This is an optimization exercise on Yosys and OpenROAD, whose aim is small area, a short achievable clock period and few clock cycles, not a production implementation.
In this exercise RTL edits were held to simulation tests only and were not proved equivalent to the original.
No driver is modelled on the clock port, so clocking that relies on it looks cheaper here than on a real chip.
Power and IR drop assume default switching activity.

==> flow/design.v <==
module palm_lz (
    input  wire        clk,
    input  wire        rst,
    input  wire        cmd_valid,
    input  wire        cmd_op,
    input  wire [15:0] cmd_len,
    input  wire        in_valid,
    input  wire [7:0]  in_data,
    output reg         in_ready,
    output reg         busy,
    output reg         fault,
    output reg  [7:0]  fault_code,
    output reg  [15:0] fault_pos,
    output reg  [9:0]  out_len,
    input  wire [8:0]  rd_addr,
    output wire [7:0]  rd_data
);
    localparam [7:0] F_BAD_DISTANCE = 8'h01;
    localparam [7:0] F_TRUNCATED    = 8'h02;
    localparam [7:0] F_OUT_OVERFLOW = 8'h30;
    localparam [1:0] M_CTRL  = 2'd0,    
                     M_RUN   = 2'd1,    
                     M_B2    = 2'd2,    
                     M_DRAIN = 2'd3;    
    integer i, j, k, r;
    reg         busy_r;
    reg         rdy_r;
    reg         faulted;
    reg  [15:0] remT;      
    reg  [15:0] pD;        
    reg  [7:0]  q;         
    reg         qv;        
    reg  [1:0]  mode;
    reg  [3:0]  runrem;
    reg  [7:0]  chold;     
    reg  [31:0] wr_hot;    
    reg  [15:0] wl_hot;    
    reg         bv;
    reg  [8:0]  b_src;
    reg  [8:0]  b_dst;
    reg  [3:0]  b_len;
    reg  [3:0]  b_dc;      
    reg         cv;
    reg  [31:0] c_hot;     
    reg  [15:0] c_m0;      
    reg  [15:0] c_m1;      
    reg  [63:0] c_idx;     
    reg  [127:0] lanes;    
    reg  [9:0]  olen;      
    reg  [7:0]  rd_hot;    
    reg  [63:0] rdl;       
    reg  [4095:0] mem;
    wire take = in_valid & rdy_r;
    wire        d_ctrl = qv & (mode == M_CTRL);
    wire        d_run  = qv & (mode == M_RUN);
    wire        d_b2   = qv & (mode == M_B2);
    wire        c_isrun  = (q[7:4] == 4'd0) && (q[3:0] != 4'd0) && (q[3:0] <= 4'd8);
    wire        c_islit  = !q[7] && !c_isrun;
    wire        c_isbref = (q[7:6] == 2'b10);
    wire        c_isspc  = (q[7:6] == 2'b11);
    wire        run_trunc = (remT < {12'd0, q[3:0]});
    wire [10:0] wp_run    = {1'b0, olen} + {7'd0, q[3:0]};
    wire        run_ovf   = (wp_run > 11'd512);
    wire        lit_ovf   = olen[9];                        
    wire        spc_ovf   = olen[9] | (olen[8:0] == 9'h1ff);
    wire        bref_trunc = (remT == 16'd0);
    wire [10:0] bdist  = {chold[5:0], q[7:3]};
    wire [3:0]  blen   = {1'b0, q[2:0]} + 4'd3;
    wire        bad_dist = (bdist == 11'd0) || (bdist > {1'b0, olen});
    wire [10:0] wp_bref  = {1'b0, olen} + {7'd0, blen};
    wire        bref_ovf = (wp_bref > 11'd512);
    wire        dw1 = (d_ctrl & c_islit & !lit_ovf) | d_run;
    wire        dw2 = d_ctrl & c_isspc & !spc_ovf;
    wire [7:0]  dd0 = ((mode == M_CTRL) && c_isspc) ? 8'h20 : q;    
    wire [7:0]  dd1 = q ^ 8'h80;                               
    wire        d_fault_ctrl = d_ctrl & ((c_isrun & (run_trunc | run_ovf)) |
                                         (c_islit & lit_ovf) |
                                         (c_isbref & bref_trunc) |
                                         (c_isspc & spc_ovf));
    wire        d_fault_b2 = d_b2 & (bad_dist | bref_ovf);
    wire        d_copy     = d_b2 & !bad_dist & !bref_ovf;
    wire accept = !busy_r & cmd_valid;
    wire start  = accept & cmd_op & !faulted & (cmd_len != 16'd0);
    wire clear  = accept & !cmd_op;
    wire [9:0]  olen_p1 = olen + 10'd1;
    wire [9:0]  olen_p2 = olen + 10'd2;
    wire [9:0]  olen_n = clear  ? 10'd0 :
                            d_copy ? wp_bref[9:0] :
                            dw1    ? olen_p1 :
                            dw2    ? olen_p2 : olen;
    wire        cy1 = (olen[3:0] == 4'd15);
    wire        cy2 = (olen[3:0] >= 4'd14);
    wire        cyb = wp_bref[4] ^ olen[4];
    wire [31:0] wr_rot  = {wr_hot[30:0], wr_hot[31]};
    wire [31:0] wr_hot_n = clear ? 32'd1 :
                           ((d_copy & cyb) | (dw1 & cy1) | (dw2 & cy2)) ? wr_rot : wr_hot;
    wire [15:0] wl_hot_n = clear  ? 16'd1 :
                           d_copy ? (16'd1 << wp_bref[3:0]) :
                           dw1    ? {wl_hot[14:0], wl_hot[15]} :
                           dw2    ? {wl_hot[13:0], wl_hot[15:14]} : wl_hot;
    wire        remT_is1 = (remT == 16'd1);
    wire        more_in  = (remT != 16'd0) & !(take & remT_is1);
    wire        d_hi    = cv & ~|(wr_hot & c_hot);     
    wire [31:0] rsel0   = cv ? c_hot : wr_hot;
    wire [31:0] rsel1   = {rsel0[30:0], rsel0[31]};
    wire [15:0] wl_hot1 = {wl_hot[14:0], wl_hot[15]};   
    wire        wrap1   = wl_hot[15];
    wire [15:0] e0 = (dw1 | dw2) ? wl_hot : 16'd0;
    wire [15:0] e1 = dw2 ? wl_hot1 : 16'd0;
    wire [15:0] m0 = c_m0 | (d_hi ? 16'd0 : (e0 | (wrap1 ? 16'd0 : e1)));
    wire [15:0] m1 = c_m1 | (d_hi ? (e0 | e1) : (wrap1 ? e1 : 16'd0));
    reg  [127:0] wl;
    always @(*) begin
        for (i = 0; i < 16; i = i + 1) begin
            if (c_m0[i] | c_m1[i])
                wl[i*8 +: 8] = lanes[c_idx[i*4 +: 4]*8 +: 8];
            else if (wl_hot[i])
                wl[i*8 +: 8] = dd0;
            else
                wl[i*8 +: 8] = dd1;
        end
    end
    genvar gr, gl;
    generate
        for (gr = 0; gr < 32; gr = gr + 1) begin : g_row
            for (gl = 0; gl < 16; gl = gl + 1) begin : g_lane
                wire we = (rsel0[gr] & m0[gl]) | (rsel1[gr] & m1[gl]);
                always @(posedge clk)
                    if (we)
                        mem[(gr*16+gl)*8 +: 8] <= wl[gl*8 +: 8];
            end
        end
    endgenerate
    wire [31:0] shot0 = 32'd1 << b_src[8:4];
    wire [31:0] shot1 = {shot0[30:0], shot0[31]};
    wire [31:0] rhot  = 32'd1 << rd_addr[8:4];
    reg  [127:0] rl;
    reg  [31:0]  sel;
    always @(*) begin
        for (i = 0; i < 16; i = i + 1) begin
            if (!busy_r)
                sel = rhot;
            else if (i >= b_src[3:0])
                sel = shot0;
            else
                sel = shot1;
            rl[i*8 +: 8] = 8'd0;
            for (r = 0; r < 32; r = r + 1)
                rl[i*8 +: 8] = rl[i*8 +: 8] | (mem[(r*16+i)*8 +: 8] & {8{sel[r]}});
        end
    end
    reg  [7:0] rdv;
    always @(*) begin
        rdv = 8'd0;
        for (i = 0; i < 8; i = i + 1)
            rdv = rdv | (rdl[i*8 +: 8] & {8{rd_hot[i]}});
    end
    assign rd_data = rdv;
    wire [4:0]  b_end = {1'b0, b_dst[3:0]} + {1'b0, b_len};    
    reg  [15:0] bm0, bm1;
    reg  [63:0] bidx;
    reg  [63:0] pat;
    reg  [3:0]  ii;
    always @(*) begin
        pat = 64'd0;
        for (k = 0; k < 10; k = k + 1)
            pat[k*4 +: 4] = b_src[3:0] + modtab(k[3:0], b_dc);
        for (i = 0; i < 16; i = i + 1) begin
            bm0[i] = (i >= b_dst[3:0]) && (i < b_end);
            bm1[i] = (i + 16 < b_end);
            ii = i[3:0] - b_dst[3:0];
            bidx[i*4 +: 4] = pat[ii*4 +: 4];
        end
    end
    function [3:0] modtab(input [3:0] kk, input [3:0] d);
        begin
            case ({kk, d})
                8'h11: modtab = 4'd0;
                8'h21: modtab = 4'd0;
                8'h22: modtab = 4'd0;
                8'h31: modtab = 4'd0;
                8'h32: modtab = 4'd1;
                8'h33: modtab = 4'd0;
                8'h41: modtab = 4'd0;
                8'h42: modtab = 4'd0;
                8'h43: modtab = 4'd1;
                8'h44: modtab = 4'd0;
                8'h51: modtab = 4'd0;
                8'h52: modtab = 4'd1;
                8'h53: modtab = 4'd2;
                8'h54: modtab = 4'd1;
                8'h55: modtab = 4'd0;
                8'h61: modtab = 4'd0;
                8'h62: modtab = 4'd0;
                8'h63: modtab = 4'd0;
                8'h64: modtab = 4'd2;
                8'h65: modtab = 4'd1;
                8'h66: modtab = 4'd0;
                8'h71: modtab = 4'd0;
                8'h72: modtab = 4'd1;
                8'h73: modtab = 4'd1;
                8'h74: modtab = 4'd3;
                8'h75: modtab = 4'd2;
                8'h76: modtab = 4'd1;
                8'h77: modtab = 4'd0;
                8'h81: modtab = 4'd0;
                8'h82: modtab = 4'd0;
                8'h83: modtab = 4'd2;
                8'h84: modtab = 4'd0;
                8'h85: modtab = 4'd3;
                8'h86: modtab = 4'd2;
                8'h87: modtab = 4'd1;
                8'h88: modtab = 4'd0;
                8'h91: modtab = 4'd0;
                8'h92: modtab = 4'd1;
                8'h93: modtab = 4'd0;
                8'h94: modtab = 4'd1;
                8'h95: modtab = 4'd4;
                8'h96: modtab = 4'd3;
                8'h97: modtab = 4'd2;
                8'h98: modtab = 4'd1;
                8'h99: modtab = 4'd0;
                default: modtab = kk;
            endcase
        end
    endfunction
    always @(posedge clk) begin
        q       <= in_data;
        lanes   <= rl;
        rd_hot  <= 8'd1 << rd_addr[2:0];
        rdl     <= rd_addr[3] ? rl[127:64] : rl[63:0];
        c_idx   <= bidx;
        c_m0    <= bv ? bm0 : 16'd0;
        c_m1    <= bv ? bm1 : 16'd0;
        c_hot   <= 32'd1 << b_dst[8:4];
        if (d_ctrl)
            chold <= q;
        if (d_b2) begin
            b_src <= olen[8:0] - bdist[8:0];
            b_dst <= olen[8:0];
            b_len <= blen;
            b_dc  <= (bdist > 11'd15) ? 4'd15 : bdist[3:0];
        end
    end
    always @(posedge clk) begin
        if (rst) begin
            busy_r     <= 1'b0;
            rdy_r      <= 1'b0;
            faulted    <= 1'b0;
            fault_code <= 8'h00;
            fault_pos  <= 16'h0000;
            olen       <= 10'd0;
            out_len    <= 10'd0;
            busy       <= 1'b0;
            in_ready   <= 1'b0;
            fault      <= 1'b0;
            wr_hot     <= 32'd1;
            wl_hot     <= 16'd1;
            remT       <= 16'd0;
            pD         <= 16'd0;
            qv         <= 1'b0;
            mode       <= M_CTRL;
            runrem     <= 4'd0;
            bv         <= 1'b0;
            cv         <= 1'b0;
        end else begin
            cv <= bv;
            bv <= d_copy;
            qv <= take;
            olen    <= olen_n;
            out_len <= olen_n;
            wr_hot  <= wr_hot_n;
            wl_hot  <= wl_hot_n;
            if (clear) begin
                faulted    <= 1'b0;
                fault      <= 1'b0;
                fault_code <= 8'h00;
                fault_pos  <= 16'h0000;
            end
            if (start) begin
                busy_r   <= 1'b1;
                rdy_r    <= 1'b1;
                busy     <= 1'b1;
                in_ready <= 1'b1;
                remT   <= cmd_len;
                pD     <= 16'd0;
                mode   <= M_CTRL;
            end else if (busy_r) begin
                if (take)
                    remT <= remT - 16'd1;
                if (take & remT_is1) begin
                    rdy_r    <= 1'b0;
                    in_ready <= 1'b0;
                end
                if (qv)
                    pD <= pD + 16'd1;
                busy_r <= more_in | take | d_copy | bv;
                busy   <= more_in | take | d_copy | bv;
                if (d_fault_ctrl | d_fault_b2) begin
                    faulted   <= 1'b1;
                    fault     <= 1'b1;
                    mode      <= M_DRAIN;
                    fault_pos <= d_fault_b2 ? pD - 16'd1 : pD;
                    if (d_fault_b2)
                        fault_code <= bad_dist ? F_BAD_DISTANCE : F_OUT_OVERFLOW;
                    else if ((c_isrun & run_trunc) | c_isbref)
                        fault_code <= F_TRUNCATED;
                    else
                        fault_code <= F_OUT_OVERFLOW;
                end else if (d_ctrl) begin
                    if (c_isrun) begin
                        mode   <= M_RUN;
                        runrem <= q[3:0];
                    end else if (c_isbref) begin
                        mode <= M_B2;
                    end
                end else if (d_run) begin
                    runrem <= runrem - 4'd1;
                    if (runrem == 4'd1)
                        mode <= M_CTRL;
                end else if (d_b2) begin
                    mode <= M_CTRL;
                end
            end
        end
    end
endmodule
==> flow/flow/run.sh <==
#!/bin/bash
set -uo pipefail
export RDIR=orfs/results/${FLOW_PLATFORM}/palm_lz/base
bash standard.sh MATCH_CELL_FOOTPRINT=0 SETUP_SLACK_MARGIN=5.8 cts > make_to_cts.log 2>&1 || exit 1
if openroad -exit flow/fix.tcl > fix_cts.log 2>&1 && [[ -f $RDIR/4_cts_fixed.odb ]]; then
  mv -f $RDIR/4_cts_fixed.odb $RDIR/4_cts.odb
  touch $RDIR/4_cts.sdc
fi
bash standard.sh MATCH_CELL_FOOTPRINT=0 SETUP_SLACK_MARGIN=5.8 finish > make_finish.log 2>&1
==> flow/flow/fix.tcl <==
# Post-CTS sizing pass: on the worst paths, drivers whose output slew is large
# (weak gates on long wires, e.g. to the output ports) get a stronger version
# of the same cell; then the placement is legalised again.
set R $::env(RDIR)
set P $::env(FLOW_HOME)/platforms/sky130hd
read_lef $P/lef/sky130_fd_sc_hd.tlef
read_lef $P/lef/sky130_fd_sc_hd_merged.lef
read_liberty $P/lib/sky130_fd_sc_hd__tt_025C_1v80.lib
read_db $R/4_cts.odb
read_sdc $R/4_cts.sdc
source $P/setRC.tcl
estimate_parasitics -placement
report_worst_slack
set total 0
for {set it 0} {$it < 20} {incr it} {
  set changed 0
  foreach path [find_timing_paths -sort_by_slack -group_path_count 40 -endpoint_path_count 1] {
    foreach ref [get_property $path points] {
      set pin [get_property $ref pin]
      if {[get_property $pin direction] != "output"} continue
      set inst [get_cells -of_objects $pin]
      set cell [get_property $inst ref_name]
      if {![regexp {^(sky130_fd_sc_hd__[a-z0-9]+)_([0-9]+)$} $cell -> base drv]} continue
      if {$drv >= 4} continue
      if {[string match "*df*" $base] || [string match "*clk*" $base] || [string match "*dly*" $base]} continue
      set sl [get_property $pin slew_max]
      if {$sl < 0.3} continue
      foreach nd {4 2} {
        if {$nd <= $drv} continue
        set nc "${base}_$nd"
        if {[llength [get_lib_cells -quiet */$nc]]} {
          replace_cell $inst $nc
          puts "upsized [get_property $inst full_name] $cell -> $nc (slew $sl)"
          incr changed
          break
        }
      }
    }
  }
  incr total $changed
  if {$changed == 0} break
  estimate_parasitics -placement
}
puts "upsized $total cells"
report_worst_slack
set_placement_padding -global -left 1 -right 1
detailed_placement
check_placement -verbose
estimate_parasitics -placement
report_worst_slack
write_db $R/4_cts_fixed.odb
==> flow/standard.sh <==
#!/bin/bash
# synth_recipe.tcl (not shown) runs the flow's synth.tcl, then flattens the netlist and writes it again
# the make line also repeats each setting of config.mk as NAME=value (left out here)
make -C /OpenROAD-flow-scripts/flow DESIGN_CONFIG=/design/flow/config.mk WORK_HOME=/design/flow/orfs CLKGATE_MAP_FILE= SYNTH_SCRIPT=/design/flow/synth_recipe.tcl "${@:-finish}"
==> flow/config.mk <==
export PLATFORM = sky130hd
export DESIGN_NAME = palm_lz
export DESIGN_NICKNAME = palm_lz
export VERILOG_FILES = /design/flow/design.v
export SDC_FILE = /design/flow/constraint.sdc
export NUM_CORES = 4
export LEC_CHECK = 0
export CAP_MARGIN = 20
export CELL_PAD_IN_SITES_DETAIL_PLACEMENT = 1
export CORE_MARGIN = 2
export CORE_UTILIZATION = 40
export CTS_CLUSTER_DIAMETER = 100
export CTS_CLUSTER_SIZE = 22
export PLACE_DENSITY = 0.55
export SLEW_MARGIN = 20
export SYNTH_MEMORY_MAX_BITS = 8192
==> flow/constraint.sdc <==
create_clock -name core_clock -period 10.0 [get_ports {clk}]
set_input_delay 2.0000 -clock core_clock [delete_from_list [all_inputs] [get_ports {clk}]]
set_output_delay 2.0000 -clock core_clock [all_outputs]
set_load 0.01 [all_outputs]
==> metrics.cfg <==
[grt]
grt_usage_pct = 38.7
grt_pass1_wl_microns = 1330000
grt_pass1_vias = 147495
grt_max_degree = 170
gr-total-overflow = 0
antenna_found_initial = 145

[yosys]
synth_common_cells = edfxtp_1 (4,128), a22oi_1 (1,493), nand3_1 (994)
synth_top_area_share_pct = 62.2
syn-num-nets = 13621
synth_cells = 13495
yosys_warnings = 1
synth_seq_area_share_pct = 66.8
synth_largest_area_cell = edfxtp_1
synth.avg_cell_area_sq_um = 14.8
synth.most_common_cell = edfxtp_1
synth_area_sq_mm = 0.199
synth.ff_latch_count = 4591
synth_edf_count = 4128
synth_area_leaders = edfxtp_1 (62%), mux4_2 (7.4%), a22oi_1 (5.6%)
synth_ff_type = edfxtp_1
synth-async-reset-ratio_pct = 0
synth_cell_type_count = 100

[worst_setup_path]
crit_path_max_incr_delay_ps = 570
cp_cell_sequence = a22oi_2, nand4_4, buf_6
r2r-end = rdl[38]$_DFF_P_
crit_type = flip-flop to primary output
rrSetupSlack_ps = 5570
regToRegStartpoint = b_src[6]$_DFFE_PP_
worst_setup_path_end_kind = primary output
critical_path_peak_fanout = 2
cp.buffers_inverters = 1
cp_top_family = flip-flops
cp.arrival_ps = 2590
critPathSlowestCell = dfxtp_1
ff2ff_path_depth = 13
start_kind = flip-flop
cp.required_ps = 8000

[timing]
finalCritPeriodShare_pct = 45.9
worst_pin_slew_ps = 1530
finalSetupTns_ps = 0
slew_headroom_pct = -2.30
setup_viol = 0
drv_slew = 17
rsz0062_at_grt = true
finalHoldViolCount = 0
finClkSkew_ps = 118
fmax_ghz = 0.218
layout_min_cycle_time_ps = 4590

[die]
io-pin-count = 83
dieArea_sq_mm = 0.504
std_cell_rows = 259
fp.dieH_microns = 710
core_sq_mm = 0.497
die_x_microns = 710
initial_utilization_pct = 40.1

[drt]
first_iter_violations = 31188
vias = 159769
dr.pass1.iters = 22
drc = 0
via_per_inst = 7.55
ant_nets = 1
wl_per_cell_microns = 47.7
wirelength_microns = 1010000

[clocking]
cts-buffers-inserted = 241
ctsHoldBuffers = 0
cts-root-buf = clkbuf_16
clkSlewWorstSetupHoldPaths_ps = 100
cts.sink_count = 4591
cts_tree = done
htree_num_levels = 4
clkLatencyLatePin_ps = 1100
cts_buffer_depth = 4

[finish]
fillers = 48491
nNetsFinal = 14260
area_delta_synth_final_pct = 16.8
multi_input_area_sq_mm = 0.0700
drive_above_1_share_pct = 25.1
fin_area_sq_mm = 0.233
register_area_sq_mm = 0.133

[hold_path]
hold_class = flip-flop to flip-flop
worstHoldStart = fault$_SDFF_PP0_
hold_path_depth = 2
hold_end = fault$_SDFF_PP0_

[status]
so_faults = antenna violations, max-capacitance violations, max-slew violations
status = failed layout checks

[placed_design]
dpl_cell_area_sq_mm = 0.216
io_buffers = 82
dp_hpwl_microns = 665000
gp_congestion = 1.06

[power]
power.density_mw_per_mm2 = 165
p_leak_nw = 71.0
ir_worst_vdd_uv = 173

[run]
drv_cap = 1

tightest hold or removal path, stage by stage, from the launching register on:
cell and delay (ps):
dfxtp_1 320, nand2_1 50, a21oi_1 60
routing by layer:
layer | part of all wire, % | routed length, microns | vias up | GRT usage [%]
met5 | 0.33 | 3360 | - | 3.81
met4 | 9.3 | 94100 | 86 | 28.0
met3 | 16 | 162000 | 4488 | 18.9
met2 | 40 | 408000 | 15292 | 53.1
met1 | 34 | 342000 | 82178 | 46.7
li1 | - | - | 57725 | -
state kept, by name, summed over array words and instances (netlist names), 4 cells and up:
signal,count
wl_hot,16
mem,4096
b_dst,9
wr_hot,32
rdl,64
pD,16
c_hot,32
olen,10
c_m0,16
remT,16
q,8
b_src,9
chold,6
runrem,4
c_m1,15
rd_hot,8
lanes,128
c_idx,64
fault_code,8
fault_pos,16
b_dc,4
b_len,4
cells in the final DEF, fill, tap and decap left out, types with 80 or more instances in the layout:
master and count:
edfxtp_1 4128, a22oi_1 1434, buf_4 1135, nand3_1 972
nand2_1 692, mux4_2 653, dfxtp_1 387, a22o_1 348
nor2_1 266, o21ai_0 255, clkbuf_16 251, a221oi_1 245
nand4_1 229, a21oi_1 185, diode_2 177, clkbuf_1 162
a31oi_1 154, o22ai_1 117, a31oi_4 113, o22ai_2 111
a31oi_2 109, mux2_2 93, buf_12 92, buf_6 80
kinds of logic (layout without fill, tap and decap cells):
| group | Yosys count | after routing | share of synthesized area (%) |
|---|---|---|---|
| AOI/OAI and AO/OA | 3895 | 3895 | 14.3 |
| xor gates and xnor gates | 76 | 76 | 0.338 |
| adders and majority gates | 89 | 89 | 0.595 |
| buffers and inverters | 1124 | 1955 | 2.28 |
| DFF | 4591 | 4591 | 66.8 |
| muxes | 859 | 859 | 8.48 |
| other | 0 | 177 | 0 |
| and+or+nand+nor | 2861 | 2870 | 7.18 |
layout make-up:
type | count | share of cell area (%)
Antenna cell | 177 | 0.190
Clock buffer | 406 | 2.88
Clock inverter | 38 | 0.255
Inverter | 78 | 0.128
Multi-Input combinational cell | 7789 | 30.1
Sequential cell | 4591 | 57.3
Tap cell | 6655 | 3.58
Timing Repair Buffer | 1433 | 5.58
power by group:
part	internal, mW	switching [mW]
sequential	21.0	0.457
combinational	1.76	3.74
clock	4.75	6.62
total	27.5	10.8
what timing repair did:
action | CTS | global route
pin swaps | 107 | 114
gates cloned | 14 | 3
buffers inserted | 168 | 95
gates resized for setup | 730 | 282
setup endpoints to repair | 4395 | 1023
worst max path at each step:
stage	cells past startpoint	from	to	slack (ps)
6_report	3	rdl[35]$_DFF_P_	rd_data[3]	5410
5_1_grt	3	rd_hot[0]$_SDFF_PP0_	rd_data[3]	5500
4_1_cts	3	rd_hot[2]$_SDFF_PP0_	rd_data[7]	5200
3_5_place_dp	10	rd_addr[6]	rdl[29]$_DFF_P_	2430
3_3_place_gp	10	rd_addr[5]	rdl[24]$_DFF_P_	1740
2_1_floorplan	11	rd_addr[7]	rdl[11]$_DFF_P_	5770
per-stage QoR:
step | utilization [%] | std cells | hold slack (ps) | setup WS, ps | power [mW]
final | 46.8 | 21167 | 467 | 5410 | 38.3
after floorplan | - | 13495 | 432 | 5770 | 23.6
after global placement | 43.2 | 20232 | 447 | 1740 | 26.2
after global routing | 46.8 | 21051 | 504 | 5500 | 38.6
after CTS | 46.0 | 20886 | 467 | 5200 | 37.5
after detailed placement | 43.4 | 20260 | 453 | 2430 | 26.3
Testbench counts, summed over its fixed seeds: cycles 22,841.

afterwards: timing with drivers on the ports:
The flow's constraints put no driver on any port. The routed layout listed below was extracted and timed again, unchanged, in two steps. Step 1 (the two cells are an assumption about what drives the block):
set clk [get_ports {clk}]
set_driving_cell -lib_cell sky130_fd_sc_hd__clkbuf_16 $clk
set_driving_cell -lib_cell sky130_fd_sc_hd__buf_2 [delete_from_list [all_inputs] $clk]
Step 2 also shifts input and output timing later by t, the mid clock arrival at the registers, as if the neighbouring blocks saw the same clock. a / b / c = ideal / step 1 / step 2; a / b = the first two.
shift t [ns]: 1.171
slack for setup (ns): 5.413 / 5.286 / 4.346
pins driven straight from the clock port: 1
The setup slack of this run moves by -0.127 ns with the drivers and by -1.067 ns with both steps.
